This is an optimization exercise on Yosys and OpenROAD, whose aim is small area, a short achievable clock period and few clock cycles, not a production implementation.
Where RTL was checked, it was by simulation tests only, not by an equivalence proof against the original.
The RTL of runs 3 and 4 was laid out without a check of its function.
Power figures rest on the tool's default switching activity, not on a simulated workload.

==> design/flow/design.v <==
module wirecodec (
    input             clk,
    input             rst,
    input             cmd_valid,
    output            cmd_ready,
    input      [15:0] cmd_word,
    input      [31:0] cmd_arg,
    input      [15:0] cmd_len,
    input             din_valid,
    output            din_ready,
    input       [7:0] din_data,
    output            dout_valid,
    input             dout_ready,
    output      [7:0] dout_data,
    output            rsp_valid,
    input             rsp_ready,
    output      [3:0] rsp_status,
    output     [31:0] rsp_rval,
    output     [11:0] mem_raddr,
    input       [7:0] mem_rdata,
    output            mem_we,
    output     [11:0] mem_waddr,
    output      [7:0] mem_wdata
);
    localparam OP_NOP         = 6'h00;
    localparam OP_CFG_SET_ADDR= 6'h01;
    localparam OP_CFG_SET_PORT= 6'h02;
    localparam OP_CFG_SET_FMT = 6'h03;
    localparam OP_CFG_GET_ADDR= 6'h04;
    localparam OP_CFG_GET_PORT= 6'h05;
    localparam OP_CFG_GET_FMT = 6'h06;
    localparam OP_NEW         = 6'h08;
    localparam OP_MAKE        = 6'h09;
    localparam OP_SET_SRC     = 6'h0A;
    localparam OP_SET_DST     = 6'h0B;
    localparam OP_SET_PORT    = 6'h0C;
    localparam OP_SET_FLAGS   = 6'h0D;
    localparam OP_SET_PAYLOAD = 6'h0E;
    localparam OP_SET_FLAG    = 6'h0F;
    localparam OP_GET_SRC     = 6'h10;
    localparam OP_GET_DST     = 6'h11;
    localparam OP_GET_PORT    = 6'h12;
    localparam OP_GET_FLAGS   = 6'h13;
    localparam OP_GET_LEN     = 6'h14;
    localparam OP_GET_PAYLOAD = 6'h15;
    localparam OP_GET_FLAG    = 6'h16;
    localparam OP_GET_VALID   = 6'h17;
    localparam OP_ENCODE      = 6'h18;
    localparam OP_DECODE      = 6'h19;
    localparam OP_RX          = 6'h1A;
    localparam OP_MATCH       = 6'h1B;
    localparam OP_XBEGIN      = 6'h1C;
    localparam OP_XNEXT       = 6'h1D;
    localparam OP_XSTAT       = 6'h1E;
    localparam ST_OK      = 4'd0;
    localparam ST_EMPTY   = 4'd1;
    localparam ST_DISCARD = 4'd2;
    localparam ST_NOTHING = 4'd3;
    localparam ST_END     = 4'd4;
    localparam ST_ILLEGAL = 4'd15;
    localparam S_INIT = 4'd0;     
    localparam S_IDLE = 4'd1;
    localparam S_DIN  = 4'd2;     
    localparam S_PAD  = 4'd3;     
    localparam S_HDR  = 4'd4;     
    localparam S_COPY = 4'd5;     
    localparam S_FILL = 4'd6;     
    localparam S_CMP  = 4'd7;     
    localparam S_RD1  = 4'd8;     
    localparam S_RD2  = 4'd9;
    localparam S_RDS  = 4'd10;    
    localparam S_DOUT = 4'd11;    
    localparam S_POST = 4'd12;    
    localparam S_RSP  = 4'd13;
    localparam S_POST1= 4'd14;    
    localparam S_DEC  = 4'd15;    
    reg  [3:0] st;
    reg  [5:0] op;
    reg        rr, vv;
    reg  [2:0] ix;
    reg [15:0] rem;        
    reg [10:0] dp;         
    reg [10:0] rp;         
    reg [11:0] tmp;        
    reg  [1:0] rs;         
    reg        infl;       
    reg        ph;         
    reg        fa_q, ft_q;   
    reg        we_r;
    reg [11:0] wa_r;
    reg  [7:0] wd_r;
    reg  [7:0] dreg;
    reg        dv;
    reg  [1:0] fs0, fs1;
    reg        v0, v1;
    reg        fmt, sact;
    reg [10:0] soff;
    reg  [3:0] stat;
    wire [1:0] scr = fs0 ^ fs1 ^ 2'b11;
    wire [1:0] fsr = rr ? fs1 : fs0;
    function [11:0] fa;
        input [1:0]  s;
        input [10:0] p;
        begin
            fa = p[10] ? {5'b11111, s, p[4:0]} : {s, p[9:0]};
        end
    endfunction
    function [7:0] clamp8;
        input [31:0] x;
        begin
            if (x[31])             clamp8 = 8'd0;
            else if (|x[30:8])     clamp8 = 8'hFF;
            else                   clamp8 = x[7:0];
        end
    endfunction
    wire [5:0] in_op = cmd_word[15:10];
    wire in_uses_r   = (in_op >= OP_NEW) && (in_op <= OP_MATCH);
    wire in_uses_v   = (in_op == OP_SET_FLAG) || (in_op == OP_CFG_SET_FMT) ||
                       (in_op == OP_RX);
    wire in_uses_idx = (in_op == OP_SET_FLAG) || (in_op == OP_GET_FLAG);
    wire in_reserved = (in_op == 6'h07) || (in_op >= 6'h1F);
    wire in_illegal  = in_reserved || (cmd_word[7:3] != 5'd0) ||
                       (cmd_word[9] && !in_uses_r) ||
                       (cmd_word[8] && !in_uses_v) ||
                       ((cmd_word[2:0] != 3'd0) && !in_uses_idx);
    wire in_r = cmd_word[9];
    wire [1:0] in_fsr = in_r ? fs1 : fs0;
    wire idle = (st == S_IDLE);
    wire [5:0] in_opx = in_illegal ? 6'h07 : in_op;
    function [10:0] din_start;
        input [5:0] o;
        begin
            case (o)
                OP_MAKE, OP_CFG_SET_ADDR, OP_SET_DST: din_start = 11'd8;
                OP_SET_PAYLOAD:                       din_start = 11'd20;
                default:                              din_start = 11'd0;
            endcase
        end
    endfunction
    wire d_writer = (op == OP_CFG_SET_ADDR) || (op == OP_NEW) || (op == OP_MAKE) ||
                    (op == OP_SET_SRC) || (op == OP_SET_DST) ||
                    (op == OP_SET_PAYLOAD) || (op == OP_DECODE) || (op == OP_RX);
    wire d_lim8  = (op == OP_SET_SRC);
    wire d_lim16 = (op == OP_SET_DST) || (op == OP_CFG_SET_ADDR);
    wire d_below = d_lim8  ? (dp < 11'd8) :
                   d_lim16 ? (dp < 11'd16) : (dp < 11'd1044);
    wire d_wen   = d_writer && d_below;
    wire [1:0] wslot = (op == OP_CFG_SET_ADDR) ? 2'd3 :
                       ((op == OP_SET_SRC) || (op == OP_SET_DST) ||
                        (op == OP_SET_PAYLOAD)) ? fsr : scr;
    wire d_jump  = (op == OP_NEW) || (op == OP_MAKE);
    wire [10:0] dp_inc = dp + 11'd1;
    wire [10:0] dp_adv = (d_jump && dp == 11'd15) ? 11'd20 : dp_inc;
    wire din_fire = (st == S_DIN) && din_valid;
    wire [10:0] dp_after = d_wen ? dp_adv : dp;
    wire [10:0] lenv     = dp - 11'd20;       
    assign mem_raddr = fa(rs, rp);
    reg [7:0] wd_n;
    always @(*) begin
        case (st)
            S_IDLE: wd_n = (in_op == OP_MAKE) ? 8'd0 : clamp8(cmd_arg);
            S_DIN:  wd_n = din_data;
            S_HDR:  wd_n = (rp[1:0] == 2'd1) ? 8'd0 :
                           (rp[1:0] == 2'd2) ? {5'd0, lenv[10:8]} : lenv[7:0];
            S_COPY, S_CMP: wd_n = mem_rdata;
            S_RD2: begin
                wd_n = mem_rdata;
                wd_n[3'd7 - ix] = vv;
            end
            S_DOUT: wd_n = dreg;
            default: wd_n = (st == S_PAD || dp < 11'd16) ? 8'h20 : 8'h00;
        endcase
    end
    reg  [1:0] wa_s;
    reg [10:0] wa_p;
    always @(*) begin
        wa_s = scr;
        wa_p = dp;
        case (st)
            S_INIT: wa_s = tmp[1:0];
            S_IDLE: begin
                wa_s = (in_op == OP_CFG_SET_PORT) ? 2'd3 :
                       (in_op == OP_NEW || in_op == OP_MAKE) ? scr : in_fsr;
                wa_p = (in_op == OP_MAKE || in_op == OP_SET_FLAGS) ? 11'd17 : 11'd16;
            end
            S_DIN, S_PAD: wa_s = wslot;
            S_HDR:  begin wa_s = wslot; wa_p = rp; end
            S_COPY: wa_p[3] = 1'b0;
            S_RD2:  begin wa_s = rs; wa_p = 11'd17; end
            default: ;
        endcase
    end
    wire o_fire  = dv && dout_ready;
    wire o_stall = dv && !dout_ready;
    wire o_lenop = (op == OP_ENCODE) || (op == OP_XNEXT);
    reg [15:0] rem_o;
    always @(*) begin
        rem_o = rem - 16'd1;
        if (o_lenop && dp == 11'd18) rem_o = {5'd0, dreg[2:0], 8'd1};
        if (o_lenop && dp == 11'd19) rem_o = {5'd0, rem[10:8], dreg};
    end
    wire o_last = (o_lenop && dp == 11'd19) ? ({rem[10:8], dreg} == 11'd0) :
                  (!(o_lenop && dp == 11'd18) && rem == 16'd1);
    wire o_done = o_fire && o_last;
    wire [10:0] pl      = tmp[10:0];
    wire        p_cmp   = ({5'd0, pl} <= rem);
    wire        p_ok    = !tmp[11] && !(pl[10] && |pl[9:0]) &&
                          (dp > 11'd20 ? ph : (dp == 11'd20 && p_cmp));
    wire        c_eq    = (wd_r == mem_rdata);
    wire        x_ok  = !ft_q && !rem[11] && (rem[10:0] <= tmp[10:0]);
    assign cmd_ready  = idle;
    assign din_ready  = (st == S_DIN);
    assign dout_valid = dv;
    assign dout_data  = dreg;
    assign rsp_valid  = (st == S_RSP);
    assign rsp_status = stat;
    assign rsp_rval   = {20'd0, tmp};
    assign mem_we     = we_r;
    assign mem_waddr  = wa_r;
    assign mem_wdata  = wd_r;
    task setup;
        input [10:0] dpa;
        input        n0;
        begin
            if (op == 6'h07)
                stat <= ST_ILLEGAL;
            else if (op == OP_RX && n0)
                stat <= ST_NOTHING;
            else if (op == OP_XNEXT && !sact)
                stat <= ST_END;
            else
                stat <= ST_OK;
            case (op)
                OP_CFG_GET_FMT: tmp <= {11'd0, fmt};
                OP_GET_VALID:   tmp <= {11'd0, rr ? v1 : v0};
                OP_XSTAT:       tmp <= {soff, sact};
                OP_CFG_SET_FMT: begin fmt <= vv; sact <= 1'b0; end
                default: ;
            endcase
            if (op >= OP_NEW && op <= OP_SET_FLAG && !rr)
                sact <= 1'b0;
            if (op == OP_NEW || op == OP_MAKE) begin
                if (rr) v1 <= 1'b1; else v0 <= 1'b1;
            end
            begin
                case (op)
                OP_CFG_SET_ADDR, OP_SET_DST:
                    st <= (dpa < 11'd16) ? S_PAD : S_RSP;
                OP_SET_SRC:
                    st <= (dpa < 11'd8) ? S_PAD : S_RSP;
                OP_NEW, OP_MAKE, OP_SET_PAYLOAD: begin
                    if (dpa < 11'd16) begin
                        st <= S_PAD;
                    end else begin
                        st  <= S_HDR;
                        rp  <= (op == OP_NEW) ? 11'd17 : 11'd18;
                    end
                end
                OP_DECODE: st <= S_POST;
                OP_RX:     st <= n0 ? S_RSP : S_POST;
                OP_MATCH: begin
                    st <= S_CMP; rs <= fsr; rp <= 11'd8; ph <= 1'b0;
                    infl <= 1'b0; fa_q <= 1'b1;
                end
                OP_CFG_GET_ADDR, OP_GET_SRC, OP_GET_DST, OP_ENCODE: begin
                    st <= S_DOUT; dp <= 11'd0; infl <= 1'b0; dv <= 1'b0;
                    rs  <= (op == OP_CFG_GET_ADDR) ? 2'd3 : fsr;
                    rp  <= (op == OP_GET_DST || op == OP_CFG_GET_ADDR) ? 11'd8 : 11'd0;
                    rem <= (op == OP_ENCODE) ? 16'd20 : 16'd8;
                end
                OP_GET_PORT, OP_GET_FLAGS, OP_GET_FLAG, OP_SET_FLAG,
                OP_CFG_GET_PORT, OP_XBEGIN: begin
                    st <= S_RD1;
                    rs <= (op == OP_CFG_GET_PORT) ? 2'd3 :
                          (op == OP_XBEGIN) ? fs0 : fsr;
                    rp <= (op == OP_GET_PORT || op == OP_CFG_GET_PORT) ? 11'd16 : 11'd17;
                end
                OP_GET_LEN, OP_GET_PAYLOAD: begin
                    st <= S_RDS; rs <= fsr; dp <= 11'd0; rp <= 11'd18;
                end
                OP_XNEXT: begin
                    if (sact) begin
                        st <= S_RDS; rs <= fs0; dp <= 11'd0; rp <= soff + 11'd38;
                    end else begin
                        st <= S_RSP;
                    end
                end
                default: st <= S_RSP;
                endcase
            end
        end
    endtask
    always @(posedge clk) begin
        we_r <= 1'b0;
        wa_r <= fa(wa_s, wa_p);
        if (st != S_CMP || ph) wd_r <= wd_n;
        if (st == S_DIN || st == S_POST) begin
            if (we_r && wa_r[9:3] == 7'd1)  fa_q <= fa_q & c_eq;
            if (we_r && wa_r[9:0] == 10'd16) ft_q <= c_eq;
        end
        if (rst) begin
            st   <= S_INIT;
            dp   <= 11'd0;
            tmp  <= 12'd0;
            fs0  <= 2'd0;
            fs1  <= 2'd1;
            v0   <= 1'b0;
            v1   <= 1'b0;
            fmt  <= 1'b0;
            sact <= 1'b0;
            soff <= 11'd0;
            dv   <= 1'b0;
            stat <= ST_OK;
        end else begin
            case (st)
            S_INIT: begin
                we_r <= 1'b1;
                dp   <= dp_inc;
                if (dp == 11'd19) begin
                    dp <= 11'd0;
                    if (tmp[1:0] == 2'd3) st <= S_IDLE;
                    tmp[1:0] <= tmp[0] ? 2'd3 : 2'd1;
                end
            end
            S_IDLE: begin
                if (cmd_valid) begin
                    op   <= in_opx;
                    rr   <= in_r;
                    vv   <= cmd_word[8];
                    ix   <= cmd_word[2:0];
                    rem  <= cmd_len;
                    dp   <= din_start(in_op);
                    rp   <= din_start(in_op);
                    rs   <= 2'd3;
                    fa_q <= 1'b1;
                    ft_q <= 1'b0;
                    tmp  <= 12'd0;
                    if (!in_illegal &&
                        (in_op == OP_CFG_SET_PORT || in_op == OP_NEW ||
                         in_op == OP_MAKE || in_op == OP_SET_PORT ||
                         in_op == OP_SET_FLAGS))
                        we_r <= 1'b1;
                    st <= (cmd_len != 16'd0) ? S_DIN : S_DEC;
                    if (in_op == OP_XNEXT && cmd_word[9:0] == 10'd0 &&
                        cmd_len == 16'd0 && sact) begin
                        st <= S_RDS;
                        stat <= ST_OK;
                        dp <= 11'd1;
                        rs <= fs0;
                        rp <= rp + 11'd1;
                    end
                end
            end
            S_DEC: setup(dp, rem == 16'd0);
            S_DIN: begin
                if (dp == 11'd20) ph <= p_cmp;
                if (din_valid) begin
                    rem <= rem - 16'd1;
                    if (d_wen) begin
                        we_r <= 1'b1;
                        dp   <= dp_adv;
                        rp   <= dp_adv;
                        if (dp == 11'd18) tmp[11:8] <= {|din_data[7:3], din_data[2:0]};
                        if (dp == 11'd19) tmp[7:0]  <= din_data;
                    end
                    if (rem == 16'd1)
                        setup(dp_after, 1'b0);
                end
            end
            S_PAD: begin
                we_r <= 1'b1;
                dp   <= dp_inc;
                if (dp_inc == (d_lim8 ? 11'd8 : 11'd16)) begin
                    if (op == OP_NEW || op == OP_MAKE) begin
                        st  <= S_HDR;
                        rp  <= (op == OP_NEW) ? 11'd17 : 11'd18;
                        dp  <= 11'd20;
                    end else begin
                        st <= S_RSP;
                    end
                end
            end
            S_HDR: begin
                we_r <= 1'b1;
                rp   <= rp + 11'd1;
                if (rp[1:0] == 2'd3) begin
                    if (op == OP_MAKE) begin
                        st   <= S_COPY;
                        infl <= 1'b0;
                        rs   <= 2'd3;
                        rp   <= 11'd8;
                    end else begin
                        if (op == OP_NEW) begin
                            if (rr) fs1 <= scr; else fs0 <= scr;
                        end
                        st <= S_RSP;
                    end
                end
            end
            S_COPY: begin
                rp   <= rp + 11'd1;
                dp   <= rp;
                infl <= 1'b1;
                if (infl) begin
                    we_r <= 1'b1;
                    if (dp == 11'd16) begin
                        if (rr) fs1 <= scr; else fs0 <= scr;
                        st <= S_RSP;
                    end
                end
            end
            S_POST: begin
                if (p_ok) begin
                    if (op == OP_RX && vv && !(fa_q && ft_q)) begin
                        stat <= ST_DISCARD;
                        tmp  <= {8'd0, 1'b1, fa_q & ft_q, ft_q, fa_q};
                    end else begin
                        if (rr) begin fs1 <= scr; v1 <= 1'b1; end
                        else    begin fs0 <= scr; v0 <= 1'b1; sact <= 1'b0; end
                        tmp <= (op == OP_RX) ? {8'd0, 1'b1, fa_q & ft_q, ft_q, fa_q}
                                             : {1'b0, pl};
                    end
                    st <= S_RSP;
                end else begin
                    stat <= ST_EMPTY;
                    tmp  <= 12'd0;
                    dp   <= 11'd0;
                    st   <= S_FILL;
                end
            end
            S_FILL: begin
                we_r <= 1'b1;
                dp   <= dp_inc;
                if (dp == 11'd19) begin
                    if (op == OP_DECODE) begin
                        if (rr) begin fs1 <= scr; v1 <= 1'b0; end
                        else    begin fs0 <= scr; v0 <= 1'b0; sact <= 1'b0; end
                        st <= S_RSP;
                    end else begin
                        st <= S_CMP; rs <= scr; rp <= 11'd8; ph <= 1'b0;
                        infl <= 1'b0; fa_q <= 1'b1;
                    end
                end
            end
            S_CMP: begin
                if (!ph) begin
                    if (infl) begin
                        if (dp == 11'd16) begin
                            tmp <= {8'd0, (op == OP_MATCH) && (rr ? v1 : v0),
                                    fa_q & c_eq, c_eq, fa_q};
                            if (op == OP_RX) begin
                                if (vv && !(fa_q && c_eq)) begin
                                    stat <= ST_DISCARD;
                                end else begin
                                    if (rr) begin fs1 <= scr; v1 <= 1'b0; end
                                    else    begin fs0 <= scr; v0 <= 1'b0; sact <= 1'b0; end
                                end
                            end
                            st <= S_RSP;
                        end else begin
                            fa_q <= fa_q & c_eq;
                        end
                    end
                    ph <= 1'b1;
                    rs <= 2'd3;
                end else begin
                    rs   <= (op == OP_MATCH) ? fsr : scr;
                    dp   <= rp;
                    rp   <= rp + 11'd1;
                    infl <= 1'b1;
                    ph   <= 1'b0;
                end
            end
            S_RD1: st <= S_RD2;
            S_RD2: begin
                case (op)
                    OP_GET_FLAG: tmp <= {11'd0, mem_rdata[3'd7 - ix]};
                    OP_XBEGIN: begin
                        tmp  <= {11'd0, !fmt && mem_rdata[7]};
                        sact <= !fmt && mem_rdata[7];
                        soff <= 11'd0;
                    end
                    OP_SET_FLAG: begin
                        we_r <= 1'b1;
                    end
                    default: tmp <= {4'd0, mem_rdata};
                endcase
                st <= S_RSP;
            end
            S_RDS: begin
                dp <= dp_inc;
                rp <= rp + 11'd1;
                if (op != OP_XNEXT) begin
                    if (dp[1:0] == 2'd1) tmp[11:8] <= {1'b0, mem_rdata[2:0]};
                    if (dp[1:0] == 2'd2) begin
                        tmp[7:0] <= mem_rdata;
                        if (op == OP_GET_LEN || {tmp[10:8], mem_rdata} == 11'd0) begin
                            st <= S_RSP;
                        end else begin
                            st   <= S_DOUT;
                            rem  <= {5'd0, tmp[10:8], mem_rdata};
                            dp   <= 11'd0;
                            infl <= 1'b1;
                            dv   <= 1'b0;
                        end
                    end
                end else begin
                    case (dp[2:0])
                        3'd0: ;
                        3'd1: begin
                            rem[15:8] <= {5'd0, mem_rdata[2:0]};
                            ft_q <= |mem_rdata[7:3];
                            rp <= 11'd18;
                        end
                        3'd2: rem[7:0] <= mem_rdata;
                        3'd3: begin
                            tmp[11:8] <= {1'b0, mem_rdata[2:0]};
                            rp <= soff + 11'd20;
                        end
                        3'd4: begin
                            tmp[7:0] <= mem_rdata;
                            rem <= {4'd0, rem[11:0] + {1'b0, rp}};
                        end
                        default: begin
                            if (x_ok) begin
                                st   <= S_DOUT;
                                dreg <= mem_rdata;
                                dv   <= 1'b1;
                                infl <= 1'b1;
                                rem  <= 16'd20;
                                dp   <= 11'd0;
                                tmp  <= {1'b0, soff};
                                soff <= rem[10:0];
                            end else begin
                                stat <= ST_END;
                                sact <= 1'b0;
                                tmp  <= 12'd0;
                                st   <= S_RSP;
                            end
                        end
                    endcase
                end
            end
            S_DOUT: begin
                if (o_stall) begin
                    if (infl) rp <= rp - 11'd1;
                    infl <= 1'b0;
                end else begin
                    rp   <= rp + 11'd1;
                    infl <= 1'b1;
                    if (infl && !o_done) begin
                        dreg <= mem_rdata;
                        dv   <= 1'b1;
                    end else begin
                        dv   <= 1'b0;
                    end
                end
                if (o_fire) begin
                    dp  <= dp_inc;
                    rem <= rem_o;
                    if ((op == OP_GET_SRC || op == OP_GET_DST || op == OP_CFG_GET_ADDR) &&
                        dreg != 8'h20)
                        tmp <= {1'b0, dp_inc};
                    if (op == OP_XNEXT) begin
                        we_r <= 1'b1;
                    end
                    if (o_last) begin
                        st <= S_RSP;
                        if (op == OP_ENCODE) tmp <= {1'b0, dp_inc};
                        if (op == OP_XNEXT) begin fs1 <= scr; v1 <= 1'b1; end
                    end
                end
            end
            S_RSP: begin
                rs <= fs0;
                rp <= soff + 11'd38;
                if (rsp_ready) st <= S_IDLE;
            end
            default: st <= S_IDLE;
            endcase
        end
    end
endmodule
==> design/flow/flow/run.sh <==
#!/bin/bash
# Standard ORFS layout (standard.sh), with the port buffers made from
# sky130_fd_sc_hd__buf_2 instead of the resizer's default choice.
set -euo pipefail
export BUFFER_PORTS_ARGS="-buffer_cell sky130_fd_sc_hd__buf_2"
bash standard.sh > standard_flow.log 2>&1
==> design/flow/standard.sh <==
#!/bin/bash
# synth_recipe.tcl (not shown) runs the flow's synth.tcl, then flattens the netlist and writes it again
# the make line also repeats each setting of config.mk as NAME=value (left out here)
make -C /OpenROAD-flow-scripts/flow DESIGN_CONFIG=/design/flow/config.mk WORK_HOME=/design/flow/orfs CLKGATE_MAP_FILE= SYNTH_SCRIPT=/design/flow/synth_recipe.tcl "${@:-finish}"
==> design/flow/config.mk <==
export PLATFORM = sky130hd
export DESIGN_NAME = wirecodec
export DESIGN_NICKNAME = wirecodec
export VERILOG_FILES = /design/flow/design.v
export SDC_FILE = /design/flow/constraint.sdc
export NUM_CORES = 4
export LEC_CHECK = 0
export ABC_AREA = 1
export CAP_MARGIN = 20
export CORE_MARGIN = 2
export CORE_UTILIZATION = 40
export SETUP_SLACK_MARGIN = 4.8
export SLEW_MARGIN = 20
==> design/flow/constraint.sdc <==
create_clock -name core_clock -period 8.0 [get_ports {clk}]
set_input_delay 1.6000 -clock core_clock [delete_from_list [all_inputs] [get_ports {clk}]]
set_output_delay 1.6000 -clock core_clock [all_outputs]
set_load 0.01 [all_outputs]
==> results of run 1 <==
## cells in the final DEF (no fill, tap or decap), drive strengths merged, types with 3 or more instances in the layout
cell,Yosys,routed
o22ai,40,40
buf,40,274
a31oi,24,24
inv,319,313
nand4,43,43
a211oi,9,9
o21ai,167,167
xor2,34,34
nand2,525,525
o2111ai,16,16
a2111oi,10,10
a22oi,3,3
nand3,156,156
o21bai,3,3
a21oi,147,147
nor4,28,28
o32ai,3,3
o211ai,33,33
o41ai,8,8
nor2,285,285
nand3b,4,4
clkinv,15,14
edfxtp,58,58
clkbuf,39,19
a221oi,15,15
xnor2,12,12
or2,8,8
clkinvlp,0,22
nor3,65,65
o221ai,11,11
o311ai,6,6
dfxtp,66,66
conb,1,21
ha,52,52
o31ai,6,6
## routing by layer
| metal | share of wire (%) | track usage (%) | wire, um |
|---|---|---|---|
| met1 | 36 | 55.52 | 31800 |
| met2 | 41 | 71.91 | 36660 |
| met3 | 12 | 13.39 | 10350 |
| met4 | 11 | 42.43 | 9652 |
| met5 | 0 | 0 | 0 |
## per-stage QoR
step	utilization, %	cell area, um^2	setup slack [ps]	cells
final	50.54	17330	4823	2979
after global routing	50.54	17330	4762	2978
after CTS	47.96	16440	4782	2916
after detailed placement	43.71	14990	3967	2837
after global placement	43.71	14990	4013	2837
after floorplan	-	13940	4825	2292
## where the power goes
part           total [mW]  switching, mW  leakage, nW  internal [mW]
logic               0.127         0.0841         6.43         0.0429
clock network       0.805          0.389        0.273          0.415
registers           0.668        0.00630         1.08          0.662
## worst paths after layout
kind / startpoint / end / slack [ps]
worst max-delay path: rp[9] / mem_raddr[9] / 4820
worst min-delay path: v0 / v0 / 460
worst max register to register: st[2] / rem[10] / 4820
worst min register to register: v0 / v0 / 460
## registers in the layout, summed over array words and instances, names as in the netlist, 2 cells and up
register	flops
tmp	12
st	4
rem	16
ix	3
dreg	8
stat	4
rs	2
op	6
wd_r	8
fs1	2
wa_r	12
fs0	2
dp	11
soff	11
rp	11
## worst max-delay path, cell delays in order (launching register included)
cell and delay, ps:
edfxtp_1 510, clkinvlp_4 330, nand2_1 120, buf_2 130
## cell families (layout without fill, tap and decap cells)
group / Yosys count / count (layout)
adders and majority gates: 53 / 53
buffers and inverters: 413 / 644
AOI/OAI and AO/OA: 515 / 515
xor gates and xnor gates: 46 / 46
and+or+nand+nor: 1118 / 1118
other: 1 / 22
muxes: 2 / 2
DFF: 124 / 124
## repair_timing
item,CTS,global route
setup buffers,45,61
gates resized for setup,127,129
endpoints found under the setup margin,122,117
hold endpoints to repair,0,0
cloned,2,1
pin swaps,18,25
## final cells by class
cell class              instances  area (um^2)  area share [%]
clock inverters                14        120.1          0.6931
diodes                          1        2.502         0.01444
repair buffers                277         1923           11.10
well taps                     455        569.3           3.285
flip-flops and latches        124         3088           17.82
clock buffers                  18        439.2           2.534
repair inverters                1        7.507         0.04332
multi-input cells            1755         9821           56.67
inverters                     334         1360           7.848
==> results_dict.tcl, run 1 <==
set metrics [dict create \
    syn_avg_cell_area_um2 6.094 \
    grt_usage_pct 47.81 \
    synth_seq_area_share_pct 22.12 \
    synthTopCellsByArea "nand2_1, edfxtp_1, dfxtp_1, inv_1, nor2_1" \
    min_path_cells 2 \
    synth_compound_area_share_pct 22.58 \
    endpoint_kind "output pin" \
    yosysWarnings 1 \
    cts_tree "done" \
    overflow 0 \
    place.gp.congestion 1.089 \
    ys_top_cells_by_count "nand2_1, inv_1, nor2_1" \
    fin_crit_ps 3177 \
    critPathLaunchType "flip-flop" \
    ys_ff_latch 124 \
    nNetsFinal 2649 \
    numCtsBuffers 17 \
    period_share_pct 39.71 \
    max_freq_mhz 314.8 \
    yosysTopAreaCellShare_pct 13.83 \
    hold_class "flip-flop to flip-flop" \
    worstPathRequired_ps 6400 \
    power_leakage_nw 7.784 \
    postRouteAntennaNets 0 \
    grt_pass1_vias 17830 \
    slew_violations 0 \
    routed_via_density 6.431 \
    worst-slew-pin-transition_ps 1033 \
    drcViolationCount 0 \
    worstRegToRegCells 9 \
    vdd_drop_max_v 0.0001637 \
    cts.clk_slew.worst_paths_ps 70 \
    rsz0062_at_grt "true" \
    cts_max_level 4 \
    numPortBuffers 146 \
    die_y_um 190.1 \
    ys_async_sr_fraction_pct 0 \
    clock_latency_ps 480 \
    layout-drive-gt1-share_pct 21.44 \
    cts.hold.buffers_added 0 \
    dpl.hpwl_um 67910 \
    synth_edf_count 58 \
    max-clock-path-buffers 2 \
    synthSimpleGateAreaFrac_pct 35.17 \
    wl_per_cell_um 29.70 \
    power.density_nw_per_um2 92.33 \
    synthMuxAreaShare_pct 0.1446 \
    synth_top_area_cell "nand2_1" \
    power_mw 1.600 \
    fillers 3604 \
    synthAdderAreaFrac_pct 4.844 \
    crit_type "flip-flop to output pin" \
    grt_pass1_wl_um 122700 \
    crit_arrival_ps 1580 \
    ios 167 \
    row_count 68 \
    clock_skew_ps 16.57 \
    post-synth-top-count-cell "nand2_1" \
    antenna_found_initial 1 \
    drv_cap 0 \
    synth_xor_xnor_area_share_pct 2.910 \
    status "complete, no violations" \
    postSynthCellCount 2272 \
    yosys_most_used_dff "dfxtp_1" \
    grt_start_max_net_pins 34 \
    slew-limit-headroom_pct 30.89 \
    start_util_pct 40.38 \
    hold_viol_final 0 \
    tns_ps 0 \
    fp.dieW_um 190.1 \
    finalSetupViolations 0 \
    die_area_um2 36120 \
    critPathMaxFanout 6 \
    core_area_um2 34290 \
    syn2layout_area_growth_pct 25.17 \
    clkSinkCount 124 \
    timing.hold.ws_ps 464.8 \
    synth_area_um2 13850 \
    synth_cell_types 67 \
    drt_pass1_iterations 8 \
    vias 19160 \
    synth_top_family_by_area "simple AND/OR/NAND/NOR gates" \
    routed_wl_um 88460 \
    cts_root_buf "clkbuf_16" \
    drtIter0Drc 2910 \
]
Testbench counts, summed over its fixed seeds: cycles 337,368.
==> run 2, diff against run 1 <==
--- a/design/flow/config.mk
+++ b/design/flow/config.mk
@@ -5,7 +5,7 @@
 export SDC_FILE = /design/flow/constraint.sdc
 export NUM_CORES = 4
 export LEC_CHECK = 0
-export ABC_AREA = 1
+export ABC_AREA = 0
 export CAP_MARGIN = 20
 export CORE_MARGIN = 2
 export CORE_UTILIZATION = 40
==> results_dict.tcl, run 2 <==
set metrics [dict create \
    yosysWarnings 1 \
    power.density_nw_per_um2 94.72 \
    grt_start_max_net_pins 44 \
    numPortBuffers 146 \
    max_freq_mhz 284.4 \
    power_mw 1.655 \
    seqPwrFrac_pct 41.4 \
    slew_violations 0 \
    cts.clk_slew.worst_paths_ps 60 \
    critPathMaxFanout 4 \
    timing.hold.ws_ps 477.1 \
    slew-limit-headroom_pct 30.90 \
    crit_type "input port to flip-flop" \
    yosysTopAreaCellShare_pct 12.80 \
    period_share_pct 43.96 \
    synth_cell_types 92 \
    drcViolationCount 0 \
    wl_per_cell_um 31.72 \
    power_switching_mw 0.4817 \
    layout-drive-gt1-share_pct 26.67 \
    synth_seq_area_share_pct 22.50 \
    final_cells 2573 \
    synth_top_area_cell "edfxtp_1" \
    ios 167 \
    crit_arrival_ps 3910 \
    postSynthCellCount 1914 \
    ys_async_sr_fraction_pct 0 \
    hold_viol_final 0 \
    drtIter0Drc 2636 \
    cts_max_level 4 \
    drv_cap 0 \
    numCtsBuffers 17 \
    drt_pass1_iterations 8 \
    synth_area_um2 13610 \
    row_count 67 \
    grt_pass1_vias 16360 \
    hold_class "flip-flop to flip-flop" \
    largestRegisters "rem x16, tmp x12, wa_r x12" \
    endpoint_kind "flip-flop" \
    post-synth-top-count-cell "nand2_1" \
    antenna_found_initial 3 \
    dpl.hpwl_um 60510 \
    finalSetupViolations 0 \
    comb_power_share_pct 9.0 \
    vias 17580 \
    fin_crit_ps 3517 \
    nNetsFinal 2248 \
    worstPathRequired_ps 8400 \
    die_y_um 188.5 \
    synth_edf_count 58 \
    die_area_um2 35520 \
    cts_tree "done" \
    cts_root_buf "clkbuf_16" \
    r2r_slack_ps 4510 \
    clockPowerShare_pct 49.6 \
    final_cell_mix "nand2_1, nor2_1, a21oi_1" \
    grt_usage_pct 44.50 \
    routed_via_density 6.833 \
    path_cells "buf_2 > or3_4 > or2_4 > nor3_4 > and3_4 > o21ai_4 > a2111o_1 > buf_4 > a31o_4 > a21oi_2" \
    clock_skew_ps 12.48 \
    layout_commonest_cell "nand2_1" \
    cts.hold.buffers_added 0 \
    rsz0062_at_grt "true" \
    synthTopCellsByArea "edfxtp_1, dfxtp_1, a21oi_1, nand2_1, o21ai_0" \
    status "complete, no violations" \
    max-clock-path-buffers 2 \
    placed_cells 2416 \
    fp.dieW_um 188.5 \
    syn2layout_area_growth_pct 28.36 \
    multi_input_area_um2 10670 \
    worst-slew-pin-transition_ps 1026 \
    place.gp.congestion 1.052 \
    grt_pass1_wl_um 115200 \
    ff_latch_area_um2 3118 \
    ys_top_cells_by_count "nand2_1, nor2_1, a21oi_1" \
    largest_register "rem" \
    fillers 3422 \
    postRouteAntennaNets 0 \
    yosys_most_used_dff "dfxtp_1" \
    cp_top_family "simple AND/OR/NAND/NOR gates" \
    power_leakage_nw 6.594 \
    overflow 0 \
    critPathLaunchType "input port" \
    start_util_pct 40.59 \
    largest_register_ffs 16 \
    core_area_um2 33530 \
    clock_latency_ps 470 \
    ys_ff_latch 124 \
    sw_frac_of_total_pct 29.11 \
    cp_slowest_stage_delay_ps 490 \
    clkSinkCount 124 \
    routed_wl_um 81620 \
    vdd_drop_max_v 0.0001595 \
    utilization_pct 52.10 \
    path_buf_inv 2 \
    syn_avg_cell_area_um2 7.111 \
    crit_slowest_cell "a2111o_1" \
    tns_ps 0 \
    intPower_mw 1.173 \
]
[run 2: cell types whose count changed in the layout (fill, tap and decap cells not counted), moves of 22 or more]
cell,before,now
a22oi_1,3,32
and3_1,0,22
buf_4,117,149
inv_1,271,51
nand2_1,470,197
nand2_2,47,10
nand3_1,142,61
nor2_1,235,183
nor2b_1,0,23
o22ai_1,40,14
xnor2_1,9,47
[run 2: path summary, 6_finish.rpt]
check,startpoint,endpoint,depth (start not counted)
min,stat[3],stat[3],2
max reg2reg,tmp[10],stat[1],13
min reg2reg,stat[3],stat[3],2
max,cmd_word[0],stat[1],10
[run 2: routing by layer]
metal	part of all wire (%)	global-route usage (%)	vias up
met3	12	13.32	357
met5	0.015	0	-
met4	7.9	29.60	2
met1	37	54.97	8366
li1	-	-	7503
met2	42	66.91	1354
[run 2: area by class of cell]
type                    count  share of cell area, %
inverters                  60                  1.382
diodes                      3                0.04297
clock buffers              22                  2.901
flip-flops and latches    124                  17.85
repair buffers            315                  13.13
well taps                 448                  3.208
clock inverters            10                 0.4369
multi-input cells        1591                  61.05
[run 2: per-stage QoR]
step | cell area [um^2] | setup WS, ps
2_1_floorplan | 13810 | 4242
3_3_place_gp | 14700 | 3557
3_5_place_dp | 14700 | 3494
4_1_cts | 16570 | 4552
5_1_grt | 17460 | 4453
6_report | 17470 | 4483
[run 2: worst min-delay path: cells and delay by family, from the launching register on]
kind               cells  cell delay (ps)
DFF                    1              310
and+or+nand+nor        1               60
AOI/OAI and AO/OA      1               60
[run 2: timing repair]
| item | CTS | global route |
|---|---|---|
| hold endpoints to repair | 0 | 0 |
| setup endpoints to repair | 145 | 112 |
| buffers inserted | 61 | 58 |
| cloned | 3 | 0 |
| resized for setup | 180 | 108 |
| pin swaps | 27 | 42 |
[run 2: power by group through the flow]
stage / clock network, mW / registers, mW / logic [mW]
CTS: 0.817 / 0.687 / 0.133
global route: 0.843 / 0.685 / 0.156
floorplan: 0 / 0.688 / 0.0755
finish: 0.820 / 0.685 / 0.149
detailed placement: 0 / 0.701 / 0.125
global placement: 0 / 0.701 / 0.124
[run 2: cells by family after synthesis]
group / synth area share, %
compound gates: 30.97
xor+xnor: 4.762
fa+ha+maj: 4.927
buf+inv: 6.950
flops: 22.50
mux: 2.519
other cells: 0.02755
simple gates: 27.34
==> run 3, diff against run 2 <==
--- a/design/flow/design.v
+++ b/design/flow/design.v
@@ -86,6 +86,8 @@
     reg        infl;       
     reg        ph;         
     reg        fa_q, ft_q;   
+    reg        r1;         
+    reg        shrt;       
     reg        we_r;
     reg [11:0] wa_r;
     reg  [7:0] wd_r;
@@ -245,11 +247,11 @@
             begin
                 case (op)
                 OP_CFG_SET_ADDR, OP_SET_DST:
-                    st <= (dpa < 11'd16) ? S_PAD : S_RSP;
+                    st <= shrt ? S_PAD : S_RSP;
                 OP_SET_SRC:
-                    st <= (dpa < 11'd8) ? S_PAD : S_RSP;
+                    st <= shrt ? S_PAD : S_RSP;
                 OP_NEW, OP_MAKE, OP_SET_PAYLOAD: begin
-                    if (dpa < 11'd16) begin
+                    if (shrt && op != OP_SET_PAYLOAD) begin
                         st <= S_PAD;
                     end else begin
                         st  <= S_HDR;
@@ -329,6 +331,8 @@
                     vv   <= cmd_word[8];
                     ix   <= cmd_word[2:0];
                     rem  <= cmd_len;
+                    r1   <= (cmd_len == 16'd1);
+                    shrt <= (cmd_len < ((in_op == OP_NEW) ? 16'd16 : 16'd8));
                     dp   <= din_start(in_op);
                     rp   <= din_start(in_op);
                     rs   <= 2'd3;
@@ -356,14 +360,15 @@
                 if (dp == 11'd20) ph <= p_cmp;
                 if (din_valid) begin
                     rem <= rem - 16'd1;
+                    r1  <= (rem == 16'd2);
+                    rp  <= dp_adv;
                     if (d_wen) begin
                         we_r <= 1'b1;
                         dp   <= dp_adv;
-                        rp   <= dp_adv;
                         if (dp == 11'd18) tmp[11:8] <= {|din_data[7:3], din_data[2:0]};
                         if (dp == 11'd19) tmp[7:0]  <= din_data;
                     end
-                    if (rem == 16'd1)
+                    if (r1)
                         setup(dp_after, 1'b0);
                 end
             end
--- a/design/flow/config.mk
+++ b/design/flow/config.mk
@@ -5,9 +5,9 @@
 export SDC_FILE = /design/flow/constraint.sdc
 export NUM_CORES = 4
 export LEC_CHECK = 0
-export ABC_AREA = 0
+export ABC_AREA = 1
 export CAP_MARGIN = 20
 export CORE_MARGIN = 2
 export CORE_UTILIZATION = 40
-export SETUP_SLACK_MARGIN = 4.8
+export SETUP_SLACK_MARGIN = 4.6
 export SLEW_MARGIN = 20
==> results_dict.tcl, run 3 <==
set metrics [dict create \
    routed_wl_um 87170 \
    timing.hold.ws_ps 471.5 \
    slew-limit-headroom_pct 38.19 \
    max-clock-path-buffers 2 \
    worst-slew-pin-transition_ps 923.7 \
    finalSetupViolations 0 \
    endpoint_kind "flip-flop" \
    hold_viol_final 0 \
    clockPowerShare_pct 50.0 \
    slew_violations 0 \
    drcViolationCount 0 \
    drt_pass1_iterations 6 \
    synth_top_area_cell "nand2_1" \
    sw_frac_of_total_pct 28.13 \
    cts.hold.buffers_added 0 \
    hold_class "flip-flop to flip-flop" \
    syn2layout_area_growth_pct 15.35 \
    yosysTopAreaCellShare_pct 16.45 \
    postRouteAntennaNets 0 \
    start_util_pct 40.55 \
    clock_latency_ps 480 \
    comb_power_share_pct 8.7 \
    finalInstanceArea_um2 16640 \
    power.density_nw_per_um2 98.87 \
    fp.dieW_um 193.9 \
    layout-drive-gt1-share_pct 12.85 \
    grt_start_max_net_pins 33 \
    grt_pass1_vias 17810 \
    vdd_drop_max_v 0.0001538 \
    critPathMaxFanout 9 \
    die_area_um2 37590 \
    period_share_pct 42.77 \
    yosys_most_used_dff "dfxtp_1" \
    power_switching_mw 0.4626 \
    layout_commonest_cell "nand2_1" \
    overflow 0 \
    tns_ps 0 \
    final_cell_mix "nand2_1, inv_1, nor2_1" \
    synth_edf_count 60 \
    clock_skew_ps 14.90 \
    cts_root_buf "clkbuf_16" \
    synthTopCellsByArea "nand2_1, edfxtp_1, dfxtp_1, inv_1, nor2_1" \
    power_leakage_nw 7.964 \
    drtIter0Drc 3375 \
    seqPwrFrac_pct 41.3 \
    ys_top_cells_by_count "nand2_1, inv_1, nor2_1" \
    clkSinkCount 126 \
    antenna_found_initial 2 \
    syn_avg_cell_area_um2 5.972 \
    rsz0062_at_grt "true" \
    ys_async_sr_fraction_pct 0 \
    grt_pass1_wl_um 123300 \
    cts.clk_slew.worst_paths_ps 60 \
    intPower_mw 1.182 \
    wl_per_cell_um 28.63 \
    dpl.hpwl_um 70090 \
    ys_ff_latch 126 \
    post-synth-top-count-cell "nand2_1" \
    largest_register_ffs 16 \
    postSynthCellCount 2415 \
    crit_arrival_ps 3630 \
    fillers 3882 \
    routed_via_density 6.343 \
    vias 19310 \
    crit_type "flip-flop to flip-flop" \
    core_area_um2 35570 \
    grt_usage_pct 44.96 \
    synth_area_um2 14420 \
    drv_cap 0 \
    max_freq_mhz 292.2 \
    nNetsFinal 2710 \
    synth_cell_types 65 \
    die_y_um 193.9 \
    row_count 69 \
    synth_seq_area_share_pct 21.65 \
    status "complete, no violations" \
    cts_max_level 4 \
    place.gp.congestion 1.122 \
    critPathLaunchType "flip-flop" \
    largestRegisters "rem x16, tmp x12, wa_r x12" \
    yosysWarnings 1 \
    numCtsBuffers 17 \
    postPlaceCellArea_um2 15550 \
    cts_tree "done" \
    worstPathRequired_ps 8210 \
    numPortBuffers 146 \
    largest_register "rem" \
    ios 167 \
    fin_crit_ps 3422 \
]
[run 3: changes by cell type in the layout (fill, tap and decap cells not counted), sizes merged, moves of 16 or more]
cell,delta
nand4,+32
nand2b,-21
nand3,+131
and3,-24
xnor2,-35
a21oi,-72
mux2i,-23
buf,-109
a22oi,-16
o22ai,+21
nand2,+431
nor2,+90
nor2b,-32
inv,+265
[run 3: timing repair]
| item | CTS | global route |
|---|---|---|
| buffers inserted | 6 | 25 |
| gates resized for setup | 27 | 34 |
| gates cloned | 1 | 0 |
| setup endpoints to repair | 100 | 99 |
| hold endpoints to repair | 0 | 0 |
| pin swaps | 3 | 3 |
[run 3: power by group through the flow]
stage	clock network, mW	registers (mW)	logic (mW)
after global routing	0.840	0.680	0.149
after floorplan	0	0.693	0.0698
after detailed placement	0	0.693	0.131
final	0.823	0.679	0.143
after CTS	0.813	0.679	0.132
after global placement	0	0.693	0.131
[run 3: worst paths after layout]
path | from | endpoint | slack [ps] | cells past startpoint
hold reg to reg | stat[1] | stat[1] | 470 | 2
setup reg to reg | dp[5] | rem[10] | 4580 | 10
setup / recovery | dp[5] | rem[10] | 4580 | 10
hold / removal | stat[1] | stat[1] | 470 | 2
[run 3: area by class of cell]
cell class	count	area, um^2	share of cell area, %
clock buffer	18	439.2	2.640
tap	461	576.8	3.467
clock inverter	14	142.6	0.8574
timing repair buffer	203	1229	7.386
multi-input combinational	1891	9846	59.18
sequential	126	3128	18.80
inverter	331	1272	7.649
antenna	1	2.502	0.01504
[run 3: routing by layer]
layer / vias to the layer above / share of wire (%) / global-route usage (%)
li1: 8440 / - / -
met1: 8985 / 38 / 58.34
met2: 1536 / 41 / 65.33
met3: 348 / 14 / 13.39
met4: 4 / 7.3 / 27.36
met5: - / 0.12 / 1.788
[run 3: cells by family (layout without fill, tap and decap cells)]
family | after synthesis | in the layout | share of synthesized area, %
xor gates and xnor gates | 46 | 46 | 2.793
buffers and inverters | 418 | 566 | 11.89
DFF | 126 | 126 | 21.65
other | 1 | 22 | 0.02600
adders and majority gates | 54 | 54 | 4.737
and+or+nand+nor | 1300 | 1300 | 39.06
AOI/OAI and AO/OA | 470 | 470 | 19.85
[run 3: metrics by stage]
step                worst slack (ps)  utilization, %  total power, mW  instances
finish                          4578           46.77            1.645       3045
global route                    4569           46.76            1.669       3044
CTS                             4601           45.88            1.624       3019
detailed placement              4009           43.71           0.8238       2980
global placement                4002           43.69           0.8235       2980
floorplan                       4697               -           0.7623       2435
[run 3: critical path, cell delays in order, from the launching register on]
cell	delay [ps]
dfxtp_1	460
inv_1	390
nand2_1	220
nor2_1	290
nand3_1	190
nor3_4	380
nand2_1	230
nor2_1	490
nor3_1	100
nand4_1	250
inv_1	140
==> run 4, diff against run 3 <==
--- a/design/flow/config.mk
+++ b/design/flow/config.mk
@@ -9,5 +9,8 @@
 export CAP_MARGIN = 20
 export CORE_MARGIN = 2
 export CORE_UTILIZATION = 40
+export CTS_BUF_LIST = sky130_fd_sc_hd__clkbuf_4 sky130_fd_sc_hd__clkbuf_8
+export CTS_CLUSTER_DIAMETER = 80
+export CTS_CLUSTER_SIZE = 30
 export SETUP_SLACK_MARGIN = 4.6
 export SLEW_MARGIN = 20
==> results_dict.tcl, run 4 <==
set metrics [dict create \
    postRouteAntennaNets 0 \
    antenna_found_initial 3 \
    slew-limit-headroom_pct 35.88 \
    die_area_um2 37590 \
    comb_power_share_pct 9.9 \
    seqPwrFrac_pct 47.5 \
    cts_root_buf "clkbuf_8" \
    crit_path_frequent_cell "nand2_1" \
    sw_frac_of_total_pct 30.14 \
    vias 19340 \
    max_freq_mhz 291.3 \
    postPlaceCellArea_um2 15550 \
    finalSetupViolations 0 \
    post-synth-top-count-cell "nand2_1" \
    ys_async_sr_fraction_pct 0 \
    place.gp.congestion 1.122 \
    synth_area_um2 14420 \
    synth_cell_types 65 \
    worstPathRequired_ps 8250 \
    drv_cap 0 \
    cts.clk_slew.worst_paths_ps 90 \
    critPathLaunchType "flip-flop" \
    ys_top_cells_by_count "nand2_1, inv_1, nor2_1" \
    path_cells "inv_2 > nand2_1 > nor2_2 > nand2_4 > nand2_4 > nand2_1 > nand4_1 > nand2_1 > buf_4 > a31oi_1 > nor2_1 > a211oi_2 > buf_4" \
    syn_avg_cell_area_um2 5.972 \
    clkSinkCount 126 \
    hold_viol_final 0 \
    worst-slew-pin-transition_ps 958.3 \
    cts_tree "done" \
    overflow 0 \
    drcViolationCount 0 \
    slew_violations 0 \
    grt_pass1_wl_um 123200 \
    rsz0062_at_grt "true" \
    crit_type "flip-flop to flip-flop" \
    wl_per_cell_um 28.56 \
    postSynthCellCount 2415 \
    numPortBuffers 146 \
    synth_seq_area_share_pct 21.65 \
    clock_skew_ps 18.41 \
    status "complete, no violations" \
    dpl.hpwl_um 70090 \
    power_switching_mw 0.4308 \
    routed_wl_um 87010 \
    crit_slowest_cell "edfxtp_1" \
    crit_arrival_ps 3690 \
    synthTopCellsByArea "nand2_1, edfxtp_1, dfxtp_1, inv_1, nor2_1" \
    vdd_drop_max_v 0.0001156 \
    synth_top_area_cell "nand2_1" \
    critPathMaxFanout 23 \
    layout_commonest_cell "nand2_1" \
    core_area_um2 35570 \
    power_leakage_nw 7.865 \
    yosys_most_used_dff "dfxtp_1" \
    clock_latency_ps 540 \
    max-clock-path-buffers 2 \
    largest_register_ffs 16 \
    intPower_mw 0.9987 \
    finalInstanceArea_um2 16450 \
    endpoint_kind "flip-flop" \
    yosysWarnings 1 \
    hold_class "flip-flop to flip-flop" \
    grt_pass1_vias 17820 \
    grt_start_max_net_pins 33 \
    clockPowerShare_pct 42.6 \
    largest_register "rem" \
    synth_edf_count 60 \
    layout-drive-gt1-share_pct 12.85 \
    fp.dieW_um 193.9 \
    numCtsBuffers 17 \
    cp_slowest_stage_delay_ps 480 \
    final_cell_mix "nand2_1, inv_1, nor2_1" \
    cts.hold.buffers_added 0 \
    start_util_pct 40.55 \
    syn2layout_area_growth_pct 14.09 \
    largestRegisters "rem x16, tmp x12, wa_r x12" \
    row_count 69 \
    die_y_um 193.9 \
    fin_crit_ps 3433 \
    drtIter0Drc 3217 \
    power.density_nw_per_um2 86.87 \
    tns_ps 0 \
    ios 167 \
    drt_pass1_iterations 9 \
    nNetsFinal 2711 \
    routed_via_density 6.347 \
    cts_max_level 4 \
    ys_ff_latch 126 \
    period_share_pct 42.92 \
    yosysTopAreaCellShare_pct 16.45 \
    grt_usage_pct 44.84 \
]
==> run 4: cell count changes in the layout (fill, tap and decap cells not counted), sizes merged <==
| cell | before | now |
|---|---|---|
| buf | 202 | 203 |
| diode | 1 | 2 |
==> run 4: power groups by stage <==
stage          Combinational (mW)  Sequential [mW]  Clock (mW)
2_1_floorplan              0.0698            0.693           0
3_3_place_gp                0.131            0.693           0
3_5_place_dp                0.131            0.693           0
4_1_cts                     0.132            0.678       0.603
5_1_grt                     0.149            0.679       0.627
6_report                    0.141            0.678       0.610
==> run 4: logic make-up (layout without fill, tap and decap cells) <==
group / Yosys count / count (layout) / synth area share (%)
AOI/OAI and AO/OA: 470 / 470 / 19.85
adders and majority gates: 54 / 54 / 4.737
other: 1 / 23 / 0.02600
buffers and inverters: 418 / 567 / 11.89
xor gates and xnor gates: 46 / 46 / 2.793
and+or+nand+nor: 1300 / 1300 / 39.06
DFF: 126 / 126 / 21.65
==> run 4: worst max-delay path, delay by kind of cell (launching register included) <==
| kind | cells | cell delay [ps] |
|---|---|---|
| buffers and inverters | 3 | 580 |
| AO/OA/AOI/OAI | 2 | 660 |
| AND/OR/NAND/NOR | 8 | 1430 |
| flip-flops | 1 | 480 |
==> run 4: layout make-up <==
cell class                      instances  area, um^2
Antenna cell                            2       5.005
Clock buffer                           18       247.7
Inverter                              331        1272
Tap cell                              461       576.8
Fill cell                            3909       19110
Multi-Input combinational cell       1891        9833
Timing Repair Buffer                  204        1241
Clock inverter                         14       142.6
Sequential cell                       126        3136
==> run 4: through the flow <==
step / hold WS (ps) / setup slack, ps / utilization, % / cells / total power [mW]
global route: 499.7 / 4542 / 46.25 / 3045 / 1.454
CTS: 473.8 / 4599 / 45.38 / 3020 / 1.413
global placement: 453.0 / 4002 / 43.69 / 2980 / 0.8235
floorplan: 440.6 / 4697 / - / 2435 / 0.7623
detailed placement: 454.8 / 4009 / 43.71 / 2980 / 0.8238
finish: 475.4 / 4567 / 46.26 / 3047 / 1.429
==> run 4: routing by layer <==
layer | GRT usage, % | part of all wire [%] | vias up
li1 | - | - | 8426
met1 | 57.85 | 38 | 8978
met2 | 64.62 | 41 | 1609
met3 | 14.18 | 14 | 323
met4 | 28.31 | 7.4 | 2
met5 | 0 | 0.011 | -
==> run 4: final timing paths <==
path,startpoint,end,slack [ps],cells after the start
setup / recovery,op[2],dreg[0],4570,13
hold reg to reg,stat[1],stat[1],480,2
hold / removal,stat[1],stat[1],480,2
setup reg to reg,op[2],dreg[0],4570,13
==> run 4: repair_timing <==
action	CTS	global route
pin swaps	4	4
setup buffers	7	25
gates resized for setup	29	31
gates cloned	1	0
endpoints found under the setup margin	102	100
==> run 5, diff against run 4 <==
--- a/design/flow/design.v
+++ b/design/flow/design.v
@@ -86,8 +86,6 @@
     reg        infl;       
     reg        ph;         
     reg        fa_q, ft_q;   
-    reg        r1;         
-    reg        shrt;       
     reg        we_r;
     reg [11:0] wa_r;
     reg  [7:0] wd_r;
@@ -247,11 +245,11 @@
             begin
                 case (op)
                 OP_CFG_SET_ADDR, OP_SET_DST:
-                    st <= shrt ? S_PAD : S_RSP;
+                    st <= (dpa < 11'd16) ? S_PAD : S_RSP;
                 OP_SET_SRC:
-                    st <= shrt ? S_PAD : S_RSP;
+                    st <= (dpa < 11'd8) ? S_PAD : S_RSP;
                 OP_NEW, OP_MAKE, OP_SET_PAYLOAD: begin
-                    if (shrt && op != OP_SET_PAYLOAD) begin
+                    if (dpa < 11'd16) begin
                         st <= S_PAD;
                     end else begin
                         st  <= S_HDR;
@@ -331,8 +329,6 @@
                     vv   <= cmd_word[8];
                     ix   <= cmd_word[2:0];
                     rem  <= cmd_len;
-                    r1   <= (cmd_len == 16'd1);
-                    shrt <= (cmd_len < ((in_op == OP_NEW) ? 16'd16 : 16'd8));
                     dp   <= din_start(in_op);
                     rp   <= din_start(in_op);
                     rs   <= 2'd3;
@@ -360,15 +356,14 @@
                 if (dp == 11'd20) ph <= p_cmp;
                 if (din_valid) begin
                     rem <= rem - 16'd1;
-                    r1  <= (rem == 16'd2);
-                    rp  <= dp_adv;
                     if (d_wen) begin
                         we_r <= 1'b1;
                         dp   <= dp_adv;
+                        rp   <= dp_adv;
                         if (dp == 11'd18) tmp[11:8] <= {|din_data[7:3], din_data[2:0]};
                         if (dp == 11'd19) tmp[7:0]  <= din_data;
                     end
-                    if (r1)
+                    if (rem == 16'd1)
                         setup(dp_after, 1'b0);
                 end
             end
==> design/flow/flow/run.sh (replaced) <==
#!/bin/bash
# Standard ORFS layout (standard.sh) with two changes:
#  - the port buffers are sky130_fd_sc_hd__buf_2 cells;
#  - ABC maps the combinational logic with flow/abc_area.script (Yosys's own
#    default ABC mapping script) in place of ORFS's abc_area.script.
# Everything else, the synthesis with its registers included, is ORFS's.
set -euo pipefail
rm -rf orfs_scripts
cp -r "$FLOW_HOME/scripts" orfs_scripts
cp flow/abc_area.script orfs_scripts/abc_area.script
export SCRIPTS_DIR="$PWD/orfs_scripts"
export BUFFER_PORTS_ARGS="-buffer_cell sky130_fd_sc_hd__buf_2"
bash standard.sh > standard_flow.log 2>&1
==> design/flow/flow/abc_area.script (new file) <==
strash
&get -n
&fraig -x
&put
scorr
dc2
dretime
strash
&get -n
&dch -f
&nf
&put
--- a/design/flow/config.mk
+++ b/design/flow/config.mk
@@ -9,8 +9,5 @@
 export CAP_MARGIN = 20
 export CORE_MARGIN = 2
 export CORE_UTILIZATION = 40
-export CTS_BUF_LIST = sky130_fd_sc_hd__clkbuf_4 sky130_fd_sc_hd__clkbuf_8
-export CTS_CLUSTER_DIAMETER = 80
-export CTS_CLUSTER_SIZE = 30
 export SETUP_SLACK_MARGIN = 4.6
 export SLEW_MARGIN = 20
==> results_dict.tcl, run 5 <==
set metrics [dict create \
    synth_area_um2 12260 \
    start_util_pct 40.38 \
    grt_pass1_vias 15490 \
    final_cell_mix "nor2_1, nand2_1, buf_4" \
    slew-limit-headroom_pct 23.88 \
    ys_ff_latch 124 \
    slew_violations 0 \
    vdd_drop_max_v 0.0001462 \
    antenna_found_initial 5 \
    endpoint_kind "flip-flop" \
    clkSinkCount 124 \
    largest_register_ffs 16 \
    ys_async_sr_fraction_pct 0 \
    fp.dieW_um 179.0 \
    cp-endpoint "rp[0]" \
    crit_slowest_cell "or4_4" \
    numPortBuffers 146 \
    die_y_um 179.0 \
    ios 167 \
    overflow 0 \
    nNetsFinal 2184 \
    cts_max_level 4 \
    post-synth-top-count-cell "nor2_1" \
    r2r_end "rp[0]" \
    drv_cap 0 \
    clock_skew_ps 13.89 \
    syn2layout_area_growth_pct 42.92 \
    dpl.hpwl_um 55480 \
    synth_seq_area_share_pct 24.99 \
    ys_top_cells_by_count "nor2_1, nand2_1, o21ai_0" \
    vias 17120 \
    yosysTopAreaCellShare_pct 14.21 \
    grt_usage_pct 46.46 \
    largestRegisters "rem x16, tmp x12, wa_r x12" \
    cp-startpoint "dp[9]" \
    critPathMaxFanout 7 \
    yosys_most_used_dff "dfxtp_1" \
    cp_slowest_stage_delay_ps 610 \
    max-clock-path-buffers 2 \
    hold_class "flip-flop to flip-flop" \
    postRouteAntennaNets 0 \
    max_freq_mhz 281.8 \
    crit_type "flip-flop to flip-flop" \
    place.gp.congestion 1.096 \
    drt_pass1_iterations 7 \
    drtIter0Drc 2519 \
    utilization_pct 57.71 \
    rsz0062_at_grt "true" \
    path_cells "or4_4 > nor4b_4 > o32ai_4 > a21oi_4 > buf_12 > buf_16 > nand2_4 > o21a_1 > nor4_4 > buf_6 > nor3_4 > a211oi_2 > nor2_1 > o21ai_1 > nand3_1" \
    row_count 64 \
    drcViolationCount 0 \
    power_leakage_nw 6.464 \
    postSynthCellCount 1681 \
    cts.clk_slew.worst_paths_ps 70 \
    yosysWarnings 1 \
    period_share_pct 44.36 \
    clock_latency_ps 460 \
    die_area_um2 32060 \
    setup_ws_ps 4451 \
    core_area_um2 30350 \
    status "complete, no violations" \
    worst-slew-pin-transition_ps 1131 \
    finalSetupViolations 0 \
    cts_root_buf "clkbuf_16" \
    layout-drive-gt1-share_pct 30.86 \
    dp_slack_ps 3410 \
    cts.hold.buffers_added 0 \
    syn_avg_cell_area_um2 7.291 \
    routed_wl_um 77500 \
    cts_tree "done" \
    tns_ps 0 \
    hold_viol_final 0 \
    power.density_nw_per_um2 92.17 \
    synthTopCellsByArea "edfxtp_1, dfxtp_1, nor2_1, o21ai_0, nand2_1" \
    worstRegToRegCells 15 \
    synth_top_area_cell "edfxtp_1" \
    wl_per_cell_um 31.56 \
    synth_edf_count 58 \
    timing.rr.start "dp[9]" \
    layout_commonest_cell "nor2_1" \
    crit_arrival_ps 3760 \
    routed_via_density 6.971 \
    r2r_slack_ps 4450 \
    grt_pass1_wl_um 106500 \
    critPathLaunchType "flip-flop" \
    largest_register "rem" \
    fin_crit_ps 3549 \
    numCtsBuffers 17 \
    synth_cell_types 70 \
    worstPathRequired_ps 8210 \
    grt_start_max_net_pins 48 \
]
==> run 5: cell count changes in the layout (fill, tap and decap cells not counted), sizes merged, moves of 21 or more <==
| cell | delta |
|---|---|
| nand2 | -447 |
| inv | -319 |
| buf | +136 |
| nand3 | -116 |
| nor2 | -90 |
| clkinv | +51 |
| a211oi | +34 |
| a21oi | +29 |
| nor2b | +26 |
| xnor2 | +26 |
| nor4 | +22 |
| nand4 | -21 |
| o21ai | -21 |
| o22ai | -21 |
==> run 5: power by group <==
part           leakage, nW  switching, mW  internal [mW]
combinational         5.11         0.0916         0.0506
sequential            1.09        0.00582          0.660
clock                0.264          0.349          0.458
total                 6.46          0.446           1.17
==> run 5: how the worst min path moves through the flow <==
stage	from	endpoint	slack (ps)	cells past startpoint
3_3_place_gp	v1	v1	470	2
6_report	v1	v1	480	2
2_1_floorplan	v1	v1	440	2
3_5_place_dp	v1	v1	480	2
4_1_cts	v1	v1	490	2
5_1_grt	v1	v1	510	2
==> run 5: cell type report <==
type	instances	area, um^2
Antenna cell	2	5.005
Clock buffer	18	429.2
Clock inverter	14	145.1
Fill cell	2900	12830
Inverter	62	286.5
Multi-Input combinational cell	1494	10430
Sequential cell	124	3120
Tap cell	396	495.5
Timing Repair Buffer	346	2605
==> run 5: through the flow <==
stage / total power [mW] / hold slack, ps / instances / area, um^2
4_1_cts: 1.603 / 489.2 / 2386 / 16020
3_5_place_dp: 0.7995 / 479.5 / 2258 / 13870
5_1_grt: 1.646 / 505.0 / 2454 / 17510
6_report: 1.614 / 479.8 / 2456 / 17520
3_3_place_gp: 0.7985 / 466.5 / 2258 / 13870
2_1_floorplan: 0.7355 / 441.6 / 1701 / 12510
==> run 5: what timing repair did <==
item,4_1_cts,5_1_grt
pin swaps,49,64
endpoints found under the setup margin,138,110
gates cloned,5,3
buffers inserted,91,65
gates resized for setup,202,215
==> run 5: routing by layer <==
metal | GRT usage (%) | vias to the layer above | routed length [um]
li1 | - | 7203 | -
met1 | 55.72 | 8041 | 27920
met2 | 70.05 | 1432 | 32370
met3 | 15.18 | 440 | 9962
met4 | 32.38 | 6 | 7210
met5 | 0 | - | 35
==> run 5: cells by family after synthesis <==
group	Yosys count	share of synthesized area, %
AND/OR/NAND/NOR	778	30.88
AO/OA/AOI/OAI	553	28.81
flip-flops	124	24.99
buffers and inverters	87	3.430
XOR/XNOR	60	4.288
adder cells (fa/ha/maj)	53	5.472
multiplexers	25	2.093
other	1	0.03060
==> run 5: worst max-delay path, delay by kind of cell (launching register included) <==
kind / cells / cell delay, ps
AO/OA/AOI/OAI: 5 / 920
buffers and inverters: 3 / 460
flip-flops: 1 / 390
AND/OR/NAND/NOR: 7 / 1540
Testbench counts of run 5, summed over its fixed seeds: cycles 337,368.

==> afterwards: timing with drivers on the ports <==
No port has a modelled driver above. Below, the same layouts with a new extraction and two added sets of constraints. Step 1 (the two cells are an assumption about what drives the block):
set clk [get_ports {clk}]
set_driving_cell -lib_cell sky130_fd_sc_hd__clkbuf_16 $clk
set_driving_cell -lib_cell sky130_fd_sc_hd__buf_2 [delete_from_list [all_inputs] $clk]
Step 2 moves the port delays by t, midway between the first and last clock arrival at a register: inputs arrive t later, outputs are due t later. That takes back most of the time a late clock gives input paths. a / b / c = no drivers / after step 1 / after step 2; a / b = the first two.
run	t, ns	setup slack, ns	hold WS [ns]	latest minus earliest clock arrival (ns)	worst slew at a driven data input, ns
run 1	0.532	4.823 / 4.762 / 4.364	0.465 / 0.465 / 0.465	0.017 / 0.017	0.06
run 2	0.517	4.483 / 4.504 / 3.987	0.477 / 0.477 / 0.477	0.012 / 0.012	0.06
run 3	0.534	4.578 / 4.518 / 4.131	0.471 / 0.471 / 0.471	0.016 / 0.015	0.04
run 4	0.593	4.567 / 4.543 / 4.094	0.475 / 0.475 / 0.475	0.019 / 0.019	0.04
run 5	0.511	4.451 / 4.451 / 4.104	0.480 / 0.480 / 0.480	0.014 / 0.014	0.04
After both steps setup and hold are still met in every run listed. The setup slack of run 2, which loses most, moves by +0.021 ns with the drivers and by -0.496 ns with both steps.
